Source: an optimization exercise on an open RTL-to-GDS flow (aim: small area). Production flows keep margins and buffers that such runs may drop. Only simulation tests tie the RTL to the original design; equivalence was not proved. Power and IR drop assume default switching activity.

## fjord
==> flow/design.v (excerpt) <==
module bms_module (
    input  wire        clk,
    input  wire        rst,           
    input  wire        line_in,       
    output reg         line_out,      
    output reg         line_oe,
    input  wire [15:0] meas0,
    input  wire [15:0] meas1,
    input  wire [15:0] meas2,
    input  wire [15:0] meas3,
    input  wire [15:0] meas4,
    input  wire [31:0] ver_sw,
    input  wire [15:0] ver_hw,
    input  wire [31:0] ver_sn,
    output wire [7:0]  my_addr,
    output reg         cmd_valid,
    output wire [7:0]  cmd_addr,
    output wire [2:0]  cmd_op,
    output wire [10:0] cmd_arg,
    output wire        cmd_bcast
);
    localparam BCAST      = 8'hAA;
    localparam OP_GETDATA = 3'd0;
    localparam OP_SETADDR = 3'd1;
    localparam OP_SHUNTON = 3'd2;
    localparam OP_VERSION = 3'd3;
    localparam OP_RESV    = 3'd4;
    localparam OP_ADDRMODE= 3'd5;
    localparam T_GET = 2'd0;
    localparam T_VER = 2'd1;
    localparam T_FWD = 2'd2;
    reg        pol;
    reg        line_prev;
    wire       lvl = (line_in == pol);
    reg        rx_on;                 
    reg        tx_busy;
    reg  [3:0] clk_cnt;               
    reg  [3:0] bitc;                  
    reg        pend;                  
    wire clk_run  = rx_on | tx_busy;
    wire tick     = clk_run && (clk_cnt == 4'd15);
    wire rx_tick  = tick && !tx_busy;
    wire tx_tick  = tick && tx_busy;
    wire b_start = (bitc == 4'd15);
    wire b_stop  = (bitc == 4'd8);
    wire b_data  = !bitc[3];
    reg [10:0] dw0, dw1;
    reg  [3:0] sy0, sy1;
    reg        pa0, pa1;
    reg        nz;
    reg  [2:0] rx_count;
    reg        rx_len4;
    reg        frame_complete;
    function is_data_pos(input [3:0] p);
        is_data_pos = (p != 4'd0) && (p != 4'd1) && (p != 4'd2) && (p != 4'd4) && (p != 4'd8);
    endfunction
    wire       cnt4   = rx_count[2];
    wire [3:0] cpos   = {rx_count[0], bitc[2:0]} + 4'd1;      
    wire       rx_dat = rx_tick && b_data && !cnt4;
    wire       up0    = rx_dat && !rx_count[1];
    wire       up1    = rx_dat &&  rx_count[1];
    wire       is_brk = rx_tick && b_stop && !nz && !lvl;
  ...
For scale: roughly 610 cells after synthesis, roughly 200 I/O pins, about 5700 um2 of cells after synthesis.
clock: 10.0 ns
lec_check: 0
cap_margin: 20
core_margin: 2
core_utilization: 60
place_density: 0.8
slew_margin: 20
synth_hierarchical: 1
standard.sh (not shown) runs the stock make flow with config.mk's settings and CLKGATE_MAP_FILE= SYNTH_SCRIPT=/design/flow/synth_recipe.tcl, a recipe that flattens the netlist after the stock synthesis.
==> flow/flow/run.sh <==
#!/bin/bash
# The standard layout (standard synthesis, ORFS steps), with every port
# buffered by the smallest buffer instead of the default pick, and a clock
# tree without dummy loads.
set -euo pipefail
export BUFFER_PORTS_ARGS="-buffer_cell sky130_fd_sc_hd__buf_1"
export CTS_ARGS="-sink_clustering_enable -repair_clock_nets -buf_list sky130_fd_sc_hd__clkbuf_8 -dont_use_dummy_load"
bash standard.sh > standard_flow.log 2>&1
[inputs] lagoon vs fjord
Settings: a change of PLACE_DENSITY from 0.8 to 0.6; an added CTS_CLUSTER_DIAMETER of 100; an added CTS_CLUSTER_SIZE of 30; an added CTS_BUF_LIST of sky130_fd_sc_hd__clkbuf_8; a change of CORE_UTILIZATION from 60 to 40.
==> flow/flow/run.sh <==
#!/bin/bash
# The standard layout (standard synthesis, ORFS steps), with every port
# buffered by the smallest buffer instead of the default pick.
set -euo pipefail
export BUFFER_PORTS_ARGS="-buffer_cell sky130_fd_sc_hd__buf_1"
bash standard.sh > standard_flow.log 2>&1
--- outcome ---
lagoon and fjord ended up with nearly the same power in combinational cells. From fjord to lagoon the numbers moved as follows: post-place setup slack rose 0.14 ns, worst vdd rail ir drop up 6.9%, post-synthesis mux area share comparable, setup TNS after final layout saw little to no change. Between fjord and lagoon, area added between synthesis and finish increased. For die span in y, dividing the value from fjord by the value from lagoon gives 0.822.
The following lists how ember was set up differently from lagoon:
Settings: a deleted CTS_CLUSTER_SIZE that had been 30; a deleted CTS_CLUSTER_DIAMETER that had been 100.
==> flow/flow/run.sh <==
#!/bin/bash
# The standard layout (standard synthesis, ORFS steps), with every port
# buffered by the smallest buffer instead of the default pick, and a clock
# tree without dummy loads.
set -euo pipefail
export BUFFER_PORTS_ARGS="-buffer_cell sky130_fd_sc_hd__buf_1"
export CTS_ARGS="-sink_clustering_enable -repair_clock_nets -buf_list sky130_fd_sc_hd__clkbuf_8 -dont_use_dummy_load"
bash standard.sh > standard_flow.log 2>&1
[summary]
- There was hardly any difference in wire length between lagoon and ember.
- On ember: met2 wire length is about 1.1% lower than what lagoon gave.
- Re overall power consumption: ember is 11% down on lagoon.
- Relative to lagoon, power spent charging and discharging nets has decreased by 0.029 mW in ember.
- When ember is measured against lagoon, its final cell count turns out 0.71% lower.
- Between ember and lagoon, it is ember whose data arrival time of the critical path is lower, by 0.04 ns.
- Between lagoon and ember, the number of buffers added on ports does not differ in any meaningful way.
Input changes introduced in amber (baseline for comparison: ember):
==> flow/flow/run.sh <==
#!/bin/bash
# The standard layout (standard synthesis, ORFS steps), with every port
# buffered by the smallest buffer instead of the default pick, the
# synthesized gates taken down to their smallest drive strength after
# floorplan (later repair steps upsize where needed), and a clock tree
# without dummy loads.
set -euo pipefail
export BUFFER_PORTS_ARGS="-buffer_cell sky130_fd_sc_hd__buf_1"
export POST_FLOORPLAN_TCL="$PWD/flow/downsize.tcl"
export CTS_ARGS="-sink_clustering_enable -repair_clock_nets -buf_list sky130_fd_sc_hd__clkbuf_8 -dont_use_dummy_load"
bash standard.sh > standard_flow.log 2>&1
==> flow/flow/downsize.tcl (new file) <==
# Swap each combinational cell for the smallest cell of the same family
# (same name but the drive-strength suffix), e.g. nor4_2 -> nor4_1.
# Flip-flops are left alone; later repair steps upsize where needed.
set ds_count 0
set ds_saved 0.0
foreach inst [get_cells *] {
  set m [get_property $inst ref_name]
  if {![regexp {^(sky130_fd_sc_hd__[a-z0-9]+)_([0-9]+)$} $m -> base drv]} { continue }
  if {[regexp {^sky130_fd_sc_hd__(s?e?dfx|dfr|dfs|dfb|edf|sdf|sedf|dl|tap|fill|decap|conb|diode|clk)} $base]} { continue }
  set best $m
  set best_area [get_property [get_lib_cells */$m] area]
  foreach d {0 1 2} {
    set cand ${base}_$d
    set lc [get_lib_cells -quiet */$cand]
    if {$lc == ""} { continue }
    if {[get_property $lc dont_use]} { continue }
    set a [get_property $lc area]
    if {$a < $best_area} { set best $cand; set best_area $a }
  }
  if {$best != $m} {
    set old_area [get_property [get_lib_cells */$m] area]
    replace_cell $inst [get_lib_cells */$best]
    incr ds_count
    set ds_saved [expr {$ds_saved + $old_area - $best_area}]
  }
}
puts "downsize: $ds_count cells, [format %.1f $ds_saved] um2"
[summary]
- Each of the runs, namely ember and amber, reached the end of the flow and came out clean.
- Tightest slew margin relative to the limit (higher): ember
- On detailed-routed wire length on met2, the lower figure sits with amber, not ember.
- Taking ember as the reference, in amber data required time of the critical path went down by 0.02 ns; share of the cycle needed by the critical path after routing now sits lower; all-layer global routing usage decreased 1.8 points; cell count held steady; final area now sits lower.
- Lower upper clock frequency limit among ember and amber: ember

[afterwards: timing with drivers on the ports]
The results above use ideal ports. As a check the final layouts listed here were re-extracted and re-timed, cells and wires unchanged.
Step 1: set_driving_cell puts a clkbuf_16 on clk and a buf_2 on each other input, an assumption about the parent block.
Step 2 times the ports against the registers' clock, not the clock port: input delays grow and output delays shrink by t, the midpoint of the rising clock arrivals with the driver on.
a / b / c = no drivers / after step 1 / after step 2; a / b = the first two.
| run | shift t [ns] | setup slack, ns | slew at the worst register clock pin (ns) | worst slew at a driven data input, ns | pins driven straight from the clock port |
|---|---|---|---|---|---|
| fjord | 0.377 | 5.243 / 5.243 / 4.958 | 0.09 / 0.09 | 0.05 | 1 |
| lagoon | 0.399 | 5.392 / 5.392 / 5.082 | 0.10 / 0.10 | 0.06 | 1 |
| ember | 0.391 | 5.414 / 5.414 / 5.112 | 0.10 / 0.10 | 0.06 | 1 |
| amber | 0.388 | 5.488 / 5.488 / 5.119 | 0.09 / 0.09 | 0.05 | 1 |
After both steps setup and hold are still met in every run listed. For amber, which loses most, drivers alone change the setup slack by 0.000 ns; drivers and shift together by -0.369 ns.
